Background: an optimization exercise with open tools, aiming at small area. Do not read the settings as production practice.
Only simulation tests tie the RTL to the original design; equivalence was not proved.
Power and IR drop assume default switching activity.

--- flow/design.v ---
module ls_transport #(
    parameter WORD_W = 32,
    parameter DEPTH  = 16
) (
    input  wire              clk,
    input  wire              rst,
    input  wire              wr_en,
    input  wire [WORD_W-1:0] wr_data,
    input  wire              wr_commit_en,
    input  wire              rd_req,
    input  wire              rd_commit,
    input  wire              rd_discard,
    output reg  [WORD_W-1:0] read_data,
    output wire              empty,
    output wire              full
);
    localparam AW = $clog2(DEPTH);
    localparam PW = AW + 1;
    reg [WORD_W-1:0] mem [0:DEPTH-1];
    reg [PW-1:0] wr_ptr;
    reg [PW-1:0] wr_commit;
    reg [PW-1:0] rd_ptr;
    reg [PW-1:0] rd_commit_ptr;
    wire [PW-1:0] used = wr_ptr - rd_commit_ptr;
    assign empty = (rd_ptr == wr_commit);
    assign full  = (used == DEPTH[PW-1:0]);
    always @(posedge clk) begin
        if (!rst && wr_en && !full)
            mem[wr_ptr[AW-1:0]] <= wr_data;
    end
    always @(posedge clk) begin
        if (rst) begin
            wr_ptr    <= {PW{1'b0}};
            wr_commit <= {PW{1'b0}};
        end else begin
            if (wr_en && !full)
                wr_ptr <= wr_ptr + 1'b1;
            if (wr_commit_en)
                wr_commit <= wr_ptr;
        end
    end
    always @(posedge clk) begin
        if (rst) begin
            rd_ptr        <= {PW{1'b0}};
            rd_commit_ptr <= {PW{1'b0}};
            read_data     <= {WORD_W{1'b0}};
        end else begin
            if (rd_req) begin
                read_data <= mem[rd_ptr[AW-1:0]];
                if (!empty)
                    rd_ptr <= rd_ptr + 1'b1;
            end else if (rd_commit) begin
                rd_commit_ptr <= rd_ptr;
            end else if (rd_discard) begin
                rd_ptr <= rd_commit_ptr;
            end
        end
    end
endmodule
module ls_pwm #(
    parameter PP = 25
) (
    input  wire clk,
    input  wire rst,
    output reg  pwm_out
);
    localparam CW = (PP > 1) ? $clog2(PP) : 1;
    reg [CW-1:0] pwm_counter;
    always @(posedge clk) begin
        if (rst) begin
            pwm_counter <= {CW{1'b0}};
            pwm_out     <= 1'b0;
        end else if (pwm_counter == {CW{1'b0}}) begin
            pwm_out     <= ~pwm_out;
            pwm_counter <= PP - 1;
        end else begin
            pwm_counter <= pwm_counter - 1'b1;
        end
    end
endmodule
module ls_stepgen #(
    parameter STEP_W = 23
) (
    input  wire              clk,
    input  wire              rst,
    input  wire              armed,
    input  wire [STEP_W-1:0] half_period,
    output reg               step_out
);
    reg [STEP_W-1:0] step_counter;
    always @(posedge clk) begin
        if (rst) begin
            step_counter <= {STEP_W{1'b0}};
            step_out     <= 1'b0;
        end else if (armed) begin
            if (step_counter >= half_period) begin
                step_out     <= ~step_out;
                step_counter <= {STEP_W{1'b0}};
            end else begin
                step_counter <= step_counter + 1'b1;
            end
        end else begin
            step_counter <= {STEP_W{1'b0}};
        end
    end
endmodule
module lasersync_core (
    input  wire        clk,
    input  wire        rst,             
    input  wire        pd_in,           
    input  wire        synchronize,
    input  wire        expose_start,
    input  wire        single_facet,
    input  wire        single_line,
    input  wire        wr_en,
    input  wire [31:0] wr_data,
    input  wire        wr_commit,
    output reg  [1:0]  laser,
    output wire        pwm_out,
    output reg         motor_enable,
    output wire        step_out,
    output reg         direction,
    output reg         synced,
    output reg         error,
    output reg         expose_finished,
    output wire [2:0]  state,
    output wire        empty,
    output wire        full
);
    localparam WORD_W  = 32;
    localparam DEPTH   = 16;
    localparam LASER_N = 2;
    localparam STEP_W  = WORD_W - 9;
    localparam F    = 4;      
    localparam T    = 300;    
    localparam J    = 5;      
    localparam L    = 3;      
    localparam B    = 80;     
    localparam SPIN = 50;     
    localparam STAB = 1000;   
    localparam LOCK = 400;    
    localparam PP   = 25;     
    localparam S0   = 20;     
    localparam WIN_LO   = T - 1 - J;
    localparam WIN_HI   = T - 1 + J;
    localparam END_TICK = T - J - 2;
    localparam [LASER_N-1:0] ALL_ON = {LASER_N{1'b1}};
    localparam TICK_W   = $clog2(T + STAB + 1);
    localparam STABLE_W = $clog2(((SPIN > STAB) ? SPIN : STAB) + 1);
    localparam FACET_W  = (F > 1) ? $clog2(F) : 1;
    localparam BITCD_W  = $clog2(L);
    localparam SCAN_W   = $clog2(B + 1);
    localparam WBIT_W   = $clog2(WORD_W);
    localparam [2:0] S_RESET       = 3'd0;
    localparam [2:0] S_STOP        = 3'd1;
    localparam [2:0] S_SPINUP      = 3'd2;
    localparam [2:0] S_WAITSTABLE  = 3'd3;
    localparam [2:0] S_READINSTR   = 3'd4;
    localparam [2:0] S_WAITDATARUN = 3'd5;
    localparam [2:0] S_DATARUN     = 3'd6;
    localparam [2:0] S_WAITEND     = 3'd7;
    reg [2:0]          fsm_state;
    reg [FACET_W-1:0]  facet_index;
    reg [TICK_W-1:0]   tick_counter;
    reg [STABLE_W-1:0] stable_counter;
    reg [STABLE_W-1:0] stable_threshold;
    reg [STEP_W-1:0]   step_half_period;
    reg                processing_lines;
    reg                armed_move;
    reg [BITCD_W-1:0]  bit_countdown;
    reg [SCAN_W-1:0]   scan_bit;
    reg [WBIT_W-1:0]   word_bit;
    reg [WORD_W-1:0]   word_cache;
    reg                pd_prev;
    reg                expose_start_prev;
    reg rd_req;
    reg rd_commit;
    reg rd_discard;
    wire [WORD_W-1:0] read_data;
    assign state = fsm_state;
    ls_transport #(
        .WORD_W (WORD_W),
        .DEPTH  (DEPTH)
    ) u_transport (
        .clk          (clk),
        .rst          (rst),
        .wr_en        (wr_en),
        .wr_data      (wr_data),
        .wr_commit_en (wr_commit),
        .rd_req       (rd_req),
        .rd_commit    (rd_commit),
        .rd_discard   (rd_discard),
        .read_data    (read_data),
        .empty        (empty),
        .full         (full)
    );
    ls_pwm #(
        .PP (PP)
    ) u_pwm (
        .clk     (clk),
        .rst     (rst),
        .pwm_out (pwm_out)
    );
    ls_stepgen #(
        .STEP_W (STEP_W)
    ) u_step (
        .clk         (clk),
        .rst         (rst),
        .armed       (armed_move),
        .half_period (step_half_period),
        .step_out    (step_out)
    );
    wire pd_edge     = pd_prev & ~pd_in;
    wire expose_rise = expose_start & ~expose_start_prev;
    wire in_window = (tick_counter >= WIN_LO) && (tick_counter <= WIN_HI);
    wire [7:0] opcode = read_data[7:0];
    wire [WORD_W-1:0] cur_word = (word_bit == {WBIT_W{1'b0}}) ? read_data : word_cache;
    always @(*) begin
        rd_req     = 1'b0;
        rd_commit  = 1'b0;
        rd_discard = 1'b0;
        case (fsm_state)
            S_WAITSTABLE: begin
                if (stable_counter < stable_threshold && pd_edge && in_window &&
                    !((single_facet && facet_index != 0) || empty || !processing_lines))
                    rd_req = 1'b1;
            end
            S_READINSTR: begin
                if (opcode == 8'd1)
                    rd_commit = 1'b1;
            end
            S_WAITDATARUN: begin
                if (tick_counter >= S0)
                    rd_req = 1'b1;
            end
            S_DATARUN: begin
                if (bit_countdown != 0) begin
                    if (bit_countdown == 1 && word_bit == 0 && scan_bit < B)
                        rd_req = 1'b1;
                end else if (scan_bit >= B) begin
                    if (single_line && empty)
                        rd_discard = 1'b1;
                    else
                        rd_commit = 1'b1;
                end
            end
            default: ;
        endcase
    end
    always @(posedge clk) begin
        if (rst) begin
            fsm_state         <= S_RESET;
            error             <= 1'b0;
            synced            <= 1'b0;
            expose_finished   <= 1'b0;
            processing_lines  <= 1'b0;
            armed_move        <= 1'b0;
            facet_index       <= {FACET_W{1'b0}};
            tick_counter      <= {TICK_W{1'b0}};
            stable_counter    <= {STABLE_W{1'b0}};
            stable_threshold  <= {STABLE_W{1'b0}};
            laser             <= {LASER_N{1'b0}};
            motor_enable      <= 1'b0;
            direction         <= 1'b0;
            step_half_period  <= {STEP_W{1'b0}};
            bit_countdown     <= {BITCD_W{1'b0}};
            scan_bit          <= {SCAN_W{1'b0}};
            word_bit          <= {WBIT_W{1'b0}};
            word_cache        <= {WORD_W{1'b0}};
            pd_prev           <= 1'b0;
            expose_start_prev <= 1'b0;
        end else begin
            pd_prev           <= pd_in;
            expose_start_prev <= expose_start;
            if (expose_rise) begin
                processing_lines <= 1'b1;
                expose_finished  <= 1'b0;
            end
            case (fsm_state)
                S_RESET: begin
                    error     <= 1'b0;
                    fsm_state <= S_STOP;
                end
                S_STOP: begin
                    tick_counter     <= {TICK_W{1'b0}};
                    facet_index      <= {FACET_W{1'b0}};
                    stable_counter   <= {STABLE_W{1'b0}};
                    synced           <= 1'b0;
                    laser            <= {LASER_N{1'b0}};
                    motor_enable     <= 1'b0;
                    stable_threshold <= STAB;
                    if (synchronize && !error) begin
                        if (!pd_in) begin
                            error <= 1'b1;            
                        end else begin
                            error        <= 1'b0;
                            motor_enable <= 1'b1;
                            fsm_state    <= S_SPINUP;
                        end
                    end
                end
                S_SPINUP: begin
                    if (stable_counter >= SPIN) begin
                        laser          <= ALL_ON;
                        stable_counter <= {STABLE_W{1'b0}};
                        fsm_state      <= S_WAITSTABLE;
                    end else begin
                        stable_counter <= stable_counter + 1'b1;
                    end
                end
                S_WAITSTABLE: begin
                    if (stable_counter >= stable_threshold) begin
                        error     <= 1'b1;                
                        fsm_state <= S_STOP;
                    end else if (pd_edge) begin
                        laser        <= {LASER_N{1'b0}};
                        tick_counter <= {TICK_W{1'b0}};
                        if (in_window) begin
                            synced <= 1'b1;
                            if (facet_index == F - 1)
                                facet_index <= {FACET_W{1'b0}};
                            else
                                facet_index <= facet_index + 1'b1;
                            if ((single_facet && facet_index != 0) || empty || !processing_lines) begin
                                armed_move <= 1'b0;
                                fsm_state  <= S_WAITEND;
                            end else begin
                                stable_threshold <= LOCK;
                                fsm_state        <= S_READINSTR;
                            end
                        end else begin
                            synced <= 1'b0;             
                            armed_move   <= 1'b0;
                            fsm_state    <= S_WAITEND;
                        end
                    end else begin
                        stable_counter <= stable_counter + 1'b1;
                        tick_counter   <= tick_counter + 1'b1;
                    end
                end
                S_READINSTR: begin
                    tick_counter <= tick_counter + 1'b1;
                    if (opcode == 8'd0) begin                 
                        direction        <= read_data[8];
                        step_half_period <= read_data[WORD_W-1:9];
                        armed_move       <= 1'b1;
                        fsm_state        <= S_WAITDATARUN;
                    end else if (opcode == 8'd1) begin        
                        expose_finished  <= 1'b1;
                        armed_move       <= 1'b0;
                        processing_lines <= 1'b0;
                        fsm_state        <= S_WAITEND;
                    end else begin                            
                        error <= 1'b1;
                    end
                end
                S_WAITDATARUN: begin
                    tick_counter <= tick_counter + 1'b1;
                    if (tick_counter >= S0) begin
                        scan_bit      <= {SCAN_W{1'b0}};
                        word_bit      <= {WBIT_W{1'b0}};
                        bit_countdown <= {BITCD_W{1'b0}};
                        fsm_state     <= S_DATARUN;
                    end
                end
                S_DATARUN: begin
                    tick_counter <= tick_counter + 1'b1;
                    if (bit_countdown != 0) begin
                        bit_countdown <= bit_countdown - 1'b1;
                    end else if (scan_bit < B) begin
                        laser <= {{(LASER_N-1){1'b0}}, cur_word[word_bit]};
                        if (word_bit == 0)
                            word_cache <= read_data;
                        if (word_bit == WORD_W - 1)
                            word_bit <= {WBIT_W{1'b0}};
                        else
                            word_bit <= word_bit + 1'b1;
                        scan_bit      <= scan_bit + 1'b1;
                        bit_countdown <= L - 1;
                    end else begin
                        laser     <= {LASER_N{1'b0}};
                        fsm_state <= S_WAITEND;
                    end
                end
                S_WAITEND: begin
                    tick_counter <= tick_counter + 1'b1;
                    if (!synchronize) begin
                        fsm_state <= S_STOP;
                    end else if (tick_counter >= END_TICK) begin
                        laser          <= ALL_ON;
                        stable_counter <= {STABLE_W{1'b0}};
                        fsm_state      <= S_WAITSTABLE;
                    end
                end
            endcase
        end
    end
endmodule
--- flow/constraint.sdc ---
create_clock -name core_clock -period 8.0 [get_ports {clk}]
set_input_delay 1.6000 -clock core_clock [delete_from_list [all_inputs] [get_ports {clk}]]
set_output_delay 1.6000 -clock core_clock [all_outputs]
set_load 0.01 [all_outputs]
--- flow/config.mk ---
export PLATFORM = sky130hd
export DESIGN_NAME = lasersync_core
export DESIGN_NICKNAME = lasersync_core
export VERILOG_FILES = /design/flow/design.v
export SDC_FILE = /design/flow/constraint.sdc
export NUM_CORES = 4
export LEC_CHECK = 0
export CAP_MARGIN = 20
export CORE_MARGIN = 2
export CORE_UTILIZATION = 40
export PLACE_DENSITY = 0.6
export SLEW_MARGIN = 20
--- flow/run.sh ---
#!/bin/bash
# synth_recipe.tcl (not shown) runs the flow's synth.tcl, then flattens the netlist and writes it again
# the make line also repeats each setting of config.mk as NAME=value (left out here)
make -C /OpenROAD-flow-scripts/flow DESIGN_CONFIG=/design/flow/config.mk WORK_HOME=/design/flow/orfs CLKGATE_MAP_FILE= SYNTH_SCRIPT=/design/flow/synth_recipe.tcl finish
==> results by group, run 1 <==
Setup path
  • Critical path required time: around 6.4 ns
  • FF-to-FF path depth: 8
  • RR Endpoint: u_transport.mem[5][17]
  • Crit Path Class: reg -> out
  • Arrival @ worst endpoint: between 3 and 4 ns
  • Worst setup EP type: primary output
  • Crit path max fanout: 72
  • R2r startpoint: u_transport.wr_ptr[1]
  • R2R setup slack: approximately 4.2 ns
  • Type of origin of the critical path: flip-flop

CTS
  • Clk latency of the worst-skew pair: ~0.62 ns
  • CTS max path bufs: 3
  • Root buf cell: clkbuf_16
  • CTS tree: done
  • Post-cts resize count: 0
  • Cts hold-fix bufs: 0
  • Num CTS Buffers: 74
  • Clock-pin slew on the worst setup and hold paths: roughly 0.060 ns
  • # Post-CTS Setup Buffers: 0
  • Max H-tree Level: 3
  • CTS sink cnt: roughly 700

Flow run
  • MaxCap Viol Count: 0

Global routing
  • GRT overflow: 0
  • First-pass GRT wire length: a little under 100000 um
  • Largest net degree at the start of global routing: between 90 and 100
  • Initial antenna violation count: 3
  • GR Util All Layers: roughly 17%
  • Vias in the first global route: around 16000

Placed design
  • Post-DP HPWL: approximately 40000 um
  • Pre-CTS setup slack: roughly 3.6 ns
  • Placed insts: 2810
  • Final RePlAce weighted congestion: about 0.85
  • Post-DP Area: 30500 um2
  • Port bufs: 54

Layout
  • Fill count: 6269
  • Most common cell after layout, fill and taps aside: edfxtp_1
  • Most frequent cells in the layout: 512 x edfxtp_1, 187 x dfxtp_1, 164 x mux4_2
  • Design Area, Final: about 33000 um2
  • FF+latch area: approximately 19000 um2
  • Area grow syn2layout: 13.9%
  • Post-Route Utilization: between 40% and 50%
  • Fraction of layout cells with a size suffix above 1: between 15 and 20%
  • # nets final: 2034
  • Area of the multi-input gates: 9180 um2
  • Finished Layout Cells: 2945

Timing
  • Worst hold margin: around 0.45 ns
  • Slew Viols, Final: 0
  • Worst slew pin tran: about 1.1 ns
  • Clock Skew: between 0.02 and 0.03 ns
  • Hold Fails Final Rpt: 0
  • Final Critical Period: about 4.7 ns
  • Final setup vio count: 0
  • Fmax: approximately 210 MHz
  • Fin crit share: roughly 60%
  • Max-slew headroom: about a quarter
  • Setup TNS: 0 ns
  • Final setup margin: approximately 3.3 ns
  • RSZ-0062 raised after global routing: no

Route
  • Final wirelength: roughly 63000 um
  • DRC: 0
  • Per-cell routed wire length: 21.4 um
  • Via density per instance: around 5.5
  • Post-route ant nets: 0
  • Initial drt markers: 1556
  • TritonRoute pass-1 iters: 5
  • Vias: between 15000 and 20000

Pwr
  • Overall Power: between 8 and 9 mW
  • P per Cell Area: about 260 nW/um2
  • Lkg Pwr: 10.6 nW
  • Peak supply drop: about 0.18 mV

Min path
  • Hold path depth: 2
  • Hold Crit Start: word_cache[20]
  • Hold Crit Class: reg -> reg
  • Hold path endpoint: word_cache[20]

Run status
  • Status: timing/DRC/antenna clean

Die
  • Die W: 273 um
  • Site Rows: 98
  • Die H: between 200 and 300 um
  • I/O pin total: 55
  • Starting density of the core: about 40%
  • Die Area: about 75000 um2
  • Core ar.: 71600 um2

Logic synthesis
  • Synth cell types: 67
  • Top FF cell, synth: edfxtp_1
  • Synth Instances: 1892
  • Synth async-reset ratio: 0%
  • Flip-flop and latch count after synthesis: about 700
  • Synth Warn #: 4
  • Mapped Area: 29000 um2
  • Average cell area after synthesis: 15.3 um2
  • EDFF count, synth: 512
  • Syn_nets: a little under 2000
  • Sequential-to-total area share from yosys stat: about two thirds
synthesized netlist by cell type, drive strengths merged (3+ instances only):
master   instances  area, um2
nor2b           16        100
or2              4       25.0
or3             25        156
a21oi           92        460
a21o             7       52.6
o31ai            4       30.0
and2             7       43.8
o21ai           42        210
ha              57        713
nor4            10       98.8
nand2b          15       93.8
inv             68        255
o211ai           5       37.5
mux2i           74        741
a31oi            9       62.6
mux2             5       56.3
o2111ai          6       52.6
edfxtp         512      15400
clkbuf          67        251
and3            23        144
nor4b            4       35.0
a311oi           3       26.3
o21a             5       37.5
nor2           154        578
dfxtp          191       3820
nand4           18        113
xnor2           24        210
nand3           31        155
or4              5       37.5
xor2            20        175
mux4           164       3690
nand2          127        477
o32ai            5       43.8
a221oi           3       26.3
nor3            22        121
a211oi           9       67.6
nand3b           6       45.0
buf             29        153
logic make-up (layout without fill, tap and decap cells):
kind of cell	after synthesis	count (layout)	share of synthesized area (%)
AOI/OAI and AO/OA	206	206	4.32
muxes	243	243	15.5
DFF	703	703	66.2
xor gates and xnor gates	44	44	1.33
buffers and inverters	164	265	2.27
adders and majority gates	57	57	2.46
other	0	2	0
and+or+nand+nor	475	475	7.90
critical path: stages (launching register included):
cell             delay [ns]
dfxtp_4                0.33
buf_4                  0.79
xnor2_1                0.19
nand3_1                0.08
or2_2                  0.37
inv_1                  0.12
clkdlybuf4s50_1        0.56
how the worst max path moves through the flow:
stage	from	endpoint	slack (ns)	cells past startpoint
2_1_floorplan	wr_en	u_transport.mem[11][0]	4.57	4
3_3_place_gp	wr_en	u_transport.mem[1][23]	3.68	4
3_5_place_dp	wr_en	u_transport.mem[5][26]	3.60	4
4_1_cts	u_transport.rd_ptr[1]	empty	3.24	6
5_1_grt	u_transport.rd_ptr[1]	empty	3.14	6
6_report	u_transport.rd_ptr[1]	empty	3.33	6
area by class of cell:
| class | instances | area share (%) |
|---|---|---|
| Tap cell | 950 | 3.60 |
| Clock buffer | 98 | 6.14 |
| Clock inverter | 35 | 1.58 |
| Sequential cell | 703 | 58.2 |
| Inverter | 68 | 0.773 |
| Timing Repair Buffer | 64 | 1.90 |
| Antenna cell | 2 | 0.0152 |
| Multi-Input combinational cell | 1025 | 27.8 |
power by group:
group / internal (mW) / total (mW) / leakage [nW] / switching [mW]
Combinational: 0.338 / 0.840 / 3.24 / 0.502
Clock: 2.13 / 3.58 / 1.22 / 1.45
Sequential: 3.96 / 4.02 / 6.16 / 0.0638
Total: 6.43 / 8.44 / 10.6 / 2.01
registers in the layout, summed over array words and instances (netlist names), 5 cells and up:
name / count
u_transport.mem: 512
u_transport.read_data: 32
word_cache: 32
step_half_period: 23
u_step.step_counter: 23
tick_counter: 11
stable_counter: 10
scan_bit: 7
u_pwm.pwm_counter: 5
u_transport.rd_commit_ptr: 5
u_transport.rd_ptr: 5
u_transport.wr_commit: 5
u_transport.wr_ptr: 5
word_bit: 5
routing by layer:
layer  vias to the layer above  part of all wire, %  track usage (%)
li1                       7343                    -                -
met1                      8221                   48             24.9
met2                       419                   45             25.8
met3                        88                  5.3             3.37
met4                         0                  2.1             4.93
met5                         -                    0                0
==> run 2, diff against run 1 <==
--- a/flow/design.v
+++ b/flow/design.v
@@ -11,5 +11,5 @@
     input  wire              rd_commit,
     input  wire              rd_discard,
-    output reg  [WORD_W-1:0] read_data,
+    output wire [WORD_W-1:0] read_data,
     output wire              empty,
     output wire              full
@@ -22,10 +22,12 @@
     reg [PW-1:0] rd_ptr;
     reg [PW-1:0] rd_commit_ptr;
-    wire [PW-1:0] used = wr_ptr - rd_commit_ptr;
+    wire [PW-1:0] wr_next = wr_ptr + 1'b1;
+    wire [PW-1:0] used    = wr_ptr - rd_commit_ptr;
     assign empty = (rd_ptr == wr_commit);
     assign full  = (used == DEPTH[PW-1:0]);
+    assign read_data = mem[rd_ptr[AW-1:0]];
     always @(posedge clk) begin
-        if (!rst && wr_en && !full)
-            mem[wr_ptr[AW-1:0]] <= wr_data;
+        if (wr_en && !full)
+            mem[wr_next[AW-1:0]] <= wr_data;
     end
     always @(posedge clk) begin
@@ -35,5 +37,5 @@
         end else begin
             if (wr_en && !full)
-                wr_ptr <= wr_ptr + 1'b1;
+                wr_ptr <= wr_next;
             if (wr_commit_en)
                 wr_commit <= wr_ptr;
@@ -44,8 +46,6 @@
             rd_ptr        <= {PW{1'b0}};
             rd_commit_ptr <= {PW{1'b0}};
-            read_data     <= {WORD_W{1'b0}};
         end else begin
             if (rd_req) begin
-                read_data <= mem[rd_ptr[AW-1:0]];
                 if (!empty)
                     rd_ptr <= rd_ptr + 1'b1;
@@ -147,5 +147,4 @@
     localparam [LASER_N-1:0] ALL_ON = {LASER_N{1'b1}};
     localparam TICK_W   = $clog2(T + STAB + 1);
-    localparam STABLE_W = $clog2(((SPIN > STAB) ? SPIN : STAB) + 1);
     localparam FACET_W  = (F > 1) ? $clog2(F) : 1;
     localparam BITCD_W  = $clog2(L);
@@ -163,6 +162,6 @@
     reg [FACET_W-1:0]  facet_index;
     reg [TICK_W-1:0]   tick_counter;
-    reg [STABLE_W-1:0] stable_counter;
-    reg [STABLE_W-1:0] stable_threshold;
+    reg                lock_thr;
+    reg                from_end;
     reg [STEP_W-1:0]   step_half_period;
     reg                processing_lines;
@@ -170,6 +169,4 @@
     reg [BITCD_W-1:0]  bit_countdown;
     reg [SCAN_W-1:0]   scan_bit;
-    reg [WBIT_W-1:0]   word_bit;
-    reg [WORD_W-1:0]   word_cache;
     reg                pd_prev;
     reg                expose_start_prev;
@@ -214,6 +211,11 @@
     wire expose_rise = expose_start & ~expose_start_prev;
     wire in_window = (tick_counter >= WIN_LO) && (tick_counter <= WIN_HI);
+    localparam END_BASE = END_TICK + 1;
+    wire timeout = from_end ? (lock_thr ? (tick_counter >= END_BASE + LOCK)
+                                        : (tick_counter >= END_BASE + STAB))
+                            : (tick_counter >= STAB);
+    wire no_line = (single_facet && facet_index != 0) || empty || !processing_lines;
     wire [7:0] opcode = read_data[7:0];
-    wire [WORD_W-1:0] cur_word = (word_bit == {WBIT_W{1'b0}}) ? read_data : word_cache;
+    wire cur_bit = read_data[scan_bit[WBIT_W-1:0]];
     always @(*) begin
         rd_req     = 1'b0;
@@ -222,6 +224,5 @@
         case (fsm_state)
             S_WAITSTABLE: begin
-                if (stable_counter < stable_threshold && pd_edge && in_window &&
-                    !((single_facet && facet_index != 0) || empty || !processing_lines))
+                if (!timeout && pd_edge && in_window && !no_line)
                     rd_req = 1'b1;
             end
@@ -236,5 +237,5 @@
             S_DATARUN: begin
                 if (bit_countdown != 0) begin
-                    if (bit_countdown == 1 && word_bit == 0 && scan_bit < B)
+                    if (bit_countdown == 1 && scan_bit[WBIT_W-1:0] == 0 && scan_bit < B)
                         rd_req = 1'b1;
                 end else if (scan_bit >= B) begin
@@ -258,6 +259,6 @@
             facet_index       <= {FACET_W{1'b0}};
             tick_counter      <= {TICK_W{1'b0}};
-            stable_counter    <= {STABLE_W{1'b0}};
-            stable_threshold  <= {STABLE_W{1'b0}};
+            lock_thr          <= 1'b0;
+            from_end          <= 1'b0;
             laser             <= {LASER_N{1'b0}};
             motor_enable      <= 1'b0;
@@ -266,6 +267,4 @@
             bit_countdown     <= {BITCD_W{1'b0}};
             scan_bit          <= {SCAN_W{1'b0}};
-            word_bit          <= {WBIT_W{1'b0}};
-            word_cache        <= {WORD_W{1'b0}};
             pd_prev           <= 1'b0;
             expose_start_prev <= 1'b0;
@@ -285,9 +284,8 @@
                     tick_counter     <= {TICK_W{1'b0}};
                     facet_index      <= {FACET_W{1'b0}};
-                    stable_counter   <= {STABLE_W{1'b0}};
                     synced           <= 1'b0;
                     laser            <= {LASER_N{1'b0}};
                     motor_enable     <= 1'b0;
-                    stable_threshold <= STAB;
+                    lock_thr         <= 1'b0;
                     if (synchronize && !error) begin
                         if (!pd_in) begin
@@ -301,14 +299,15 @@
                 end
                 S_SPINUP: begin
-                    if (stable_counter >= SPIN) begin
-                        laser          <= ALL_ON;
-                        stable_counter <= {STABLE_W{1'b0}};
-                        fsm_state      <= S_WAITSTABLE;
+                    if (tick_counter >= SPIN) begin
+                        laser        <= ALL_ON;
+                        tick_counter <= {TICK_W{1'b0}};
+                        from_end     <= 1'b0;
+                        fsm_state    <= S_WAITSTABLE;
                     end else begin
-                        stable_counter <= stable_counter + 1'b1;
+                        tick_counter <= tick_counter + 1'b1;
                     end
                 end
                 S_WAITSTABLE: begin
-                    if (stable_counter >= stable_threshold) begin
+                    if (timeout) begin
                         error     <= 1'b1;                
                         fsm_state <= S_STOP;
@@ -318,14 +317,11 @@
                         if (in_window) begin
                             synced <= 1'b1;
-                            if (facet_index == F - 1)
-                                facet_index <= {FACET_W{1'b0}};
-                            else
-                                facet_index <= facet_index + 1'b1;
-                            if ((single_facet && facet_index != 0) || empty || !processing_lines) begin
+                            facet_index <= facet_index + 1'b1;
+                            if (no_line) begin
                                 armed_move <= 1'b0;
                                 fsm_state  <= S_WAITEND;
                             end else begin
-                                stable_threshold <= LOCK;
-                                fsm_state        <= S_READINSTR;
+                                lock_thr  <= 1'b1;
+                                fsm_state <= S_READINSTR;
                             end
                         end else begin
@@ -335,5 +331,4 @@
                         end
                     end else begin
-                        stable_counter <= stable_counter + 1'b1;
                         tick_counter   <= tick_counter + 1'b1;
                     end
@@ -359,5 +354,4 @@
                     if (tick_counter >= S0) begin
                         scan_bit      <= {SCAN_W{1'b0}};
-                        word_bit      <= {WBIT_W{1'b0}};
                         bit_countdown <= {BITCD_W{1'b0}};
                         fsm_state     <= S_DATARUN;
@@ -369,11 +363,5 @@
                         bit_countdown <= bit_countdown - 1'b1;
                     end else if (scan_bit < B) begin
-                        laser <= {{(LASER_N-1){1'b0}}, cur_word[word_bit]};
-                        if (word_bit == 0)
-                            word_cache <= read_data;
-                        if (word_bit == WORD_W - 1)
-                            word_bit <= {WBIT_W{1'b0}};
-                        else
-                            word_bit <= word_bit + 1'b1;
+                        laser         <= {{(LASER_N-1){1'b0}}, cur_bit};
                         scan_bit      <= scan_bit + 1'b1;
                         bit_countdown <= L - 1;
@@ -388,7 +376,7 @@
                         fsm_state <= S_STOP;
                     end else if (tick_counter >= END_TICK) begin
-                        laser          <= ALL_ON;
-                        stable_counter <= {STABLE_W{1'b0}};
-                        fsm_state      <= S_WAITSTABLE;
+                        laser     <= ALL_ON;
+                        from_end  <= 1'b1;
+                        fsm_state <= S_WAITSTABLE;
                     end
                 end
--- a/flow/config.mk
+++ b/flow/config.mk
@@ -9,4 +9,6 @@
 export CORE_MARGIN = 2
 export CORE_UTILIZATION = 40
+export CTS_BUF_LIST = sky130_fd_sc_hd__clkbuf_4
+export CTS_CLUSTER_SIZE = 30
 export PLACE_DENSITY = 0.6
 export SLEW_MARGIN = 20
==> run 2 against run 1 <==
Sequential share of layout area increased by 1.8 points. Still clean. Critical path type unchanged. Sequential power down 9.2%. Area after synthesis is 11% lower. Die area decreased by 10%. Largest cell class unchanged.
==> results by group, run 2 <==
Global routing
  • Largest net degree at the start of global routing: 87
  • Initial antenna violation count: 5
  • GRT overflow: 0
  • GR Util All Layers: around 18%
  • Vias in the first global route: approximately 15000
  • First-pass GRT wire length: between 90000 and 100000 um

Layout
  • Most frequent cells in the layout: 512 x edfxtp_1, 232 x clkbuf_4, 139 x mux4_2
  • # nets final: roughly 1800
  • Fraction of layout cells with a size suffix above 1: about a quarter
  • Area of the multi-input gates: roughly 7700 um2
  • Most common cell after layout, fill and taps aside: edfxtp_1
  • Max reg flops: between 500 and 600
  • Finished Layout Cells: between 2000 and 3000
  • Fill count: between 5000 and 6000
  • Area grow syn2layout: 13.7%
  • FF+latch area: 17700 um2

Pwr
  • Seq pwr share: between 50% and 60%
  • P_sw: 1.57 mW
  • Clock network fraction of design power: ~40%
  • Peak supply drop: between 0.1 and 0.15 mV
  • P per Cell Area: ~230 nW/um2
  • Sw frac: roughly a quarter
  • Lkg Pwr: slightly below 10 nW
  • Comb power frac: 5.5%
  • Overall Power: between 6 and 7 mW
  • Internal Power: about 5 mW

Logic synthesis
  • Synth cell types: between 70 and 80
  • Flip-flop and latch count after synthesis: 627
  • Most common cell in the netlist: edfxtp_1
  • Mapped Area: 25900 um2
  • Sequential-to-total area share from yosys stat: 68.1%
  • EDFF count, synth: 512
  • Synth async-reset ratio: 0%
  • Synth Warn #: 4
  • Area contributors post-synth: edfxtp_1 59%, mux4_2 12%, dfxtp_1 8.9%, ha_1 2.2%, mux2i_1 2.1%
  • Synth top area share: between 50% and 60%
  • Syn_nets: 1669
  • Top cells by count, synth: 512 x edfxtp_1, 139 x mux4_2, 115 x dfxtp_1, 115 x nor2_1, 56 x inv_1
  • Synth Instances: approximately 1600
  • Area leader, netlist: edfxtp_1
  • Top FF cell, synth: edfxtp_1
  • Average cell area after synthesis: between 15 and 20 um2

Setup path
  • Crit Path Class: reg -> out
  • Worst stage delay on the critical path: 0.60 ns
  • Worst setup EP type: primary output
  • Crit path max fanout: 7
  • Critical path required time: about 6.4 ns
  • Worst path bufs/invs: 2
  • Type of origin of the critical path: flip-flop
  • CP delay by family, top: simple AND/OR/NAND/NOR gates
  • CP cell instances: ha_1 > nor2b_1 > o21a_1 > or4b_2 > a21oi_1 > o2111ai_1 > inv_1 > clkdlybuf4s50_1
  • Arrival @ worst endpoint: 3.65 ns
  • Worst path slowest cell: or4b_2

CTS
  • Max H-tree Level: 4
  • Clk latency of the worst-skew pair: between 1 and 1.5 ns
  • Clock-pin slew on the worst setup and hold paths: 0.06 ns
  • # Post-CTS Setup Buffers: 0
  • Post-cts resize count: 0
  • Num CTS Buffers: roughly 160
  • CTS sink cnt: between 600 and 700
  • CTS max path bufs: 3
  • CTS tree: done
  • Cts hold-fix bufs: 0
  • Root buf cell: clkbuf_4

Route
  • Post-route ant nets: 0
  • TritonRoute pass-1 iters: 6
  • Via density per instance: 5.43
  • Initial drt markers: roughly 1200
  • DRC: 0
  • Vias: between 10000 and 15000
  • Final wirelength: between 50000 and 60000 um
  • Per-cell routed wire length: between 20 and 25 um

Timing
  • Worst slew pin tran: around 1.1 ns
  • RSZ-0062 raised after global routing: no
  • Clock Skew: around 0.06 ns
  • Fin crit share: approximately two thirds
  • Final Critical Period: approximately 5.3 ns
  • Slew Viols, Final: 0
  • Hold Fails Final Rpt: 0
  • Max-slew headroom: 28.2%
  • Final setup vio count: 0
  • Fmax: ~190 MHz
  • Setup TNS: 0 ns

Die
  • Die W: about 260 um
  • I/O pin total: between 50 and 60
  • Starting density of the core: around 40%
  • Die Area: 66900 um2
  • Site Rows: 93
  • Core ar.: between 60000 and 70000 um2
  • Die H: about 260 um

Run status
  • Status: timing/DRC/antenna clean

Min path
  • Hold Crit Class: reg -> reg

Placed design
  • Final RePlAce weighted congestion: between 0.8 and 0.9
  • Post-DP HPWL: around 33000 um
  • Placed insts: roughly 2400
  • Port bufs: 54

Flow run
  • MaxCap Viol Count: 0
## run 2: cell count changes after synthesis, sizes merged, moves of 15 or more
cell and change:
a21oi -53, a22oi +31, clkbuf -17, dfxtp -76
mux2i -19, mux4 -25, nand2 -76, nor2 -39
o21ai -15, or3 -17
## run 2: worst register-to-register path, cell delays in order, from the launching register on
cell and delay, ns:
dfxtp_4 0.65, buf_4 0.67, mux4_2 0.61, a22o_1 0.25
a221oi_1 0.48, nand2b_1 0.17, nor4_4 0.45, or3b_1 0.39
buf_4 0.26, a211o_1 0.29, a21oi_1 0.13
## run 2: cell families after synthesis
logic type	share of synthesized area (%)
flops	68.1
simple gates	6.75
mux	14.3
compound gates	4.72
buf+inv	2.32
xor+xnor	1.59
fa+ha+maj	2.17
## run 2: final timing paths
| path | from | to | cells after the start | slack, ns |
|---|---|---|---|---|
| max | u_transport.wr_ptr[1] | full | 8 | 2.75 |
| min | step_half_period[4] | step_half_period[4] | 2 | 0.46 |
| max reg2reg | flip-flop | step_half_period[7] | 10 | 3.56 |
| min reg2reg | step_half_period[4] | step_half_period[4] | 2 | 0.46 |
## run 2: through the flow
stage                     hold WS, ns  setup slack [ns]  area, um2  util, %
after floorplan                 0.429              3.94      25900        -
after global placement          0.441              3.68      27400     42.7
after detailed placement        0.453              3.57      27400     42.7
after CTS                       0.462              2.64      29500     45.8
after global routing            0.489              2.48      29500     45.8
final                           0.459              2.75      29500     45.8
## run 2: cell type report
class	instances	area share [%]
diodes	6	0.0509
inverters	57	0.726
clock inverters	48	0.972
well taps	855	3.63
flip-flops and latches	627	60.0
repair buffers	83	2.60
multi-input cells	815	26.1
clock buffers	232	5.91
## run 2: metal layers
metal / wire length (um) / up-vias / global-route usage [%]
met2: 28600 / 453 / 29.0
met3: 3940 / 95 / 5.25
met1: 25900 / 7587 / 23.8
met5: 39 / - / 0
li1: - / 6640 / -
met4: 1080 / 6 / 6.34
## run 2: power groups by stage
stage | Combinational [mW] | Sequential, mW | Clock (mW)
final | 0.370 | 3.65 | 2.70
after detailed placement | 0.369 | 3.72 | 0
after global routing | 0.414 | 3.66 | 2.97
after global placement | 0.362 | 3.72 | 0
after floorplan | 0.231 | 3.70 | 0
after CTS | 0.372 | 3.65 | 2.80
==> run 3, diff against run 2 <==
--- a/flow/config.mk
+++ b/flow/config.mk
@@ -9,6 +9,4 @@
 export CORE_MARGIN = 2
 export CORE_UTILIZATION = 40
-export CTS_BUF_LIST = sky130_fd_sc_hd__clkbuf_4
-export CTS_CLUSTER_SIZE = 30
 export PLACE_DENSITY = 0.6
 export SLEW_MARGIN = 20
==> run 3 against run 2 <==
Critical path type unchanged. Still clean. Hold slack improved by 0.0021 ns. Critical path depth stayed put. Global-route usage fell by 0.44 points. Die area unchanged. Setup slack gained 0.37 ns. Area after synthesis is the same. Highest routed layer unchanged. Non-clock buffer count did not move. Total power is 6.2% higher. Synthesized cell count stayed put. Clock power increased by 16%.
==> results by group, run 3 <==
Logic synthesis
  • Synth Instances: 1583
  • Synth cell types: 71
  • Synth top area share: just under 60%
  • Sequential-to-total area share from yosys stat: about two thirds
  • EDFF count, synth: 512
  • Synth async-reset ratio: 0%
  • Area contributors post-synth: edfxtp_1 59%, mux4_2 12%, dfxtp_1 8.9%, ha_1 2.2%, mux2i_1 2.1%
  • Mapped Area: between 20000 and 30000 um2
  • Top cells by count, synth: 512 x edfxtp_1, 139 x mux4_2, 115 x dfxtp_1, 115 x nor2_1, 56 x inv_1
  • Most common cell in the netlist: edfxtp_1
  • Synth Warn #: 4
  • Flip-flop and latch count after synthesis: between 600 and 700
  • Syn_nets: roughly 1700
  • Area leader, netlist: edfxtp_1
  • Top FF cell, synth: edfxtp_1
  • Average cell area after synthesis: between 15 and 20 um2

Setup path
  • R2R setup slack: 3.60 ns
  • Type of origin of the critical path: flip-flop
  • Crit Path Class: reg -> out
  • Crit path max fanout: 7
  • Worst setup EP type: primary output
  • Critical path required time: ~6.4 ns
  • Arrival @ worst endpoint: ~3.3 ns

Layout
  • Fill count: 5494
  • ANT cells: 0
  • Most common cell after layout, fill and taps aside: edfxtp_1
  • Fraction of layout cells with a size suffix above 1: between 10% and 20%
  • Most frequent cells in the layout: 512 x edfxtp_1, 139 x mux4_2, 113 x dfxtp_1
  • Finished Layout Cells: approximately 2600
  • # nets final: approximately 1700
  • Area grow syn2layout: 14.4%
  • Max reg flops: slightly above 500
  • Post-Route Utilization: between 40 and 50%

Run status
  • Status: timing/DRC/antenna clean

Route
  • TritonRoute pass-1 iters: 6
  • Vias: roughly 14000
  • DRC: 0
  • Via density per instance: ~5.6
  • Initial drt markers: about 1300
  • Per-cell routed wire length: about 23 um
  • Final wirelength: 58900 um
  • Post-route ant nets: 0

Pwr
  • Lkg Pwr: roughly 9.6 nW
  • P per Cell Area: 240 nW/um2
  • Peak supply drop: ~0.15 mV

CTS
  • Post-cts resize count: 0
  • Num CTS Buffers: 68
  • Max H-tree Level: 3
  • Root buf cell: clkbuf_16
  • CTS tree: done
  • CTS max path bufs: 3
  • Clk latency of the worst-skew pair: approximately 0.6 ns
  • CTS sink cnt: 627
  • Clock-pin slew on the worst setup and hold paths: about 0.060 ns
  • # Post-CTS Setup Buffers: 0
  • Cts hold-fix bufs: 0

Placed design
  • Post-DP HPWL: around 33000 um
  • Final RePlAce weighted congestion: 0.832
  • Placed insts: around 2400
  • Port bufs: 54

Timing
  • RSZ-0062 raised after global routing: no
  • Setup TNS: 0 ns
  • Slew Viols, Final: 0
  • Fin crit share: approximately three fifths
  • Worst hold margin: approximately 0.46 ns
  • Final setup vio count: 0
  • Fmax: between 200 and 250 MHz
  • Final Critical Period: around 4.9 ns
  • Hold Fails Final Rpt: 0
  • Clock Skew: ~0.023 ns
  • Max-slew headroom: approximately 28%
  • Worst slew pin tran: roughly 1.1 ns

Die
  • Die W: 259 um
  • Core ar.: roughly 64000 um2
  • I/O pin total: 55
  • Die H: 259 um
  • Starting density of the core: between 40% and 50%
  • Site Rows: 93
  • Die Area: 66900 um2

Global routing
  • GR Util All Layers: between 10% and 20%
  • GRT overflow: 0
  • First-pass GRT wire length: just under 90000 um
  • Initial antenna violation count: 4
  • Vias in the first global route: approximately 14000
  • Largest net degree at the start of global routing: 87

Min path
  • Hold Crit Class: reg -> reg

Flow run
  • MaxCap Viol Count: 0
run 3: cell counts after synthesis:
Identical to the previous run, type by type.
run 3: kinds of logic (layout without fill, tap and decap cells):
family          Yosys count  in the layout  share of synthesized area [%]
mux                     197            197                           14.3
compound gates          178            178                           4.72
flops                   627            627                           68.1
buf+inv                 141            262                           2.32
xor+xnor                 47             47                           1.59
fa+ha+maj                45             45                           2.17
simple gates            348            348                           6.75
run 3: final timing paths:
path,startpoint,end,cells after the start
hold / removal,step_half_period[4],step_half_period[4],2
setup reg to reg,flip-flop,step_half_period[15],10
setup / recovery,u_transport.wr_ptr[1],full,8
hold reg to reg,step_half_period[4],step_half_period[4],2
run 3: area by class of cell:
type,count,area [um2],area share [%]
Sequential cell,627,17700,59.6
Inverter,57,214,0.721
Tap cell,855,1070,3.60
Clock inverter,37,432,1.45
Timing Repair Buffer,83,766,2.58
Multi-Input combinational cell,815,7710,26.0
Clock buffer,85,1810,6.09
run 3: critical path: stages, from the launching register on:
cell and delay (ns):
dfxtp_1 0.45, ha_1 0.29, nor2b_1 0.13, o21a_1 0.18, or4b_2 0.60, a21oi_1 0.14
o2111ai_1 0.25, inv_1 0.11, clkdlybuf4s50_1 0.54
run 3: power by group:
part | total, mW | internal (mW) | switching (mW)
Sequential | 3.65 | 3.60 | 0.0579
Clock | 3.12 | 1.85 | 1.27
Combinational | 0.368 | 0.150 | 0.218
Total | 7.14 | 5.59 | 1.55
run 3: layer usage:
metal | up-vias | share of wire (%) | track usage (%)
li1 | 6348 | - | -
met1 | 7388 | 43 | 24.1
met2 | 381 | 49 | 29.1
met3 | 91 | 5.8 | 3.83
met4 | 8 | 2.1 | 4.61
met5 | - | 0.090 | 0
run 3: metrics by stage:
stage | instance area [um2] | total power, mW | setup slack (ns)
6_report | 29700 | 7.14 | 3.12
5_1_grt | 29700 | 7.40 | 2.92
4_1_cts | 29700 | 7.22 | 3.09
3_5_place_dp | 27400 | 4.09 | 3.57
3_3_place_gp | 27400 | 4.08 | 3.68
2_1_floorplan | 25900 | 3.93 | 3.94

-- static timing again, ports no longer ideal --
In the flow no input, the clock included, has a driving cell. The finished layouts below were timed again as built, in two steps. Step 1 assumes that a clkbuf_16 drives the clock port and a buf_2 every other input. Step 2 times the ports against the registers' clock, not the clock port: input delays grow and output delays shrink by t, the midpoint of the rising clock arrivals with the driver on. Three values: ideal ports, drivers, drivers and shift; two values: the first two.
run | shift t [ns] | slack for setup (ns) | clock arrival spread, ns | pins driven straight from the clock port
run 1 | 0.676 | 3.328 / 3.263 / 3.545 | 0.033 / 0.033 | 1
run 2 | 1.047 | 2.748 / 2.688 / 3.558 | 0.066 / 0.067 | 1
run 3 | 0.659 | 3.121 / 3.058 / 3.600 | 0.026 / 0.027 | 1
After both steps setup and hold are still met in every run listed.
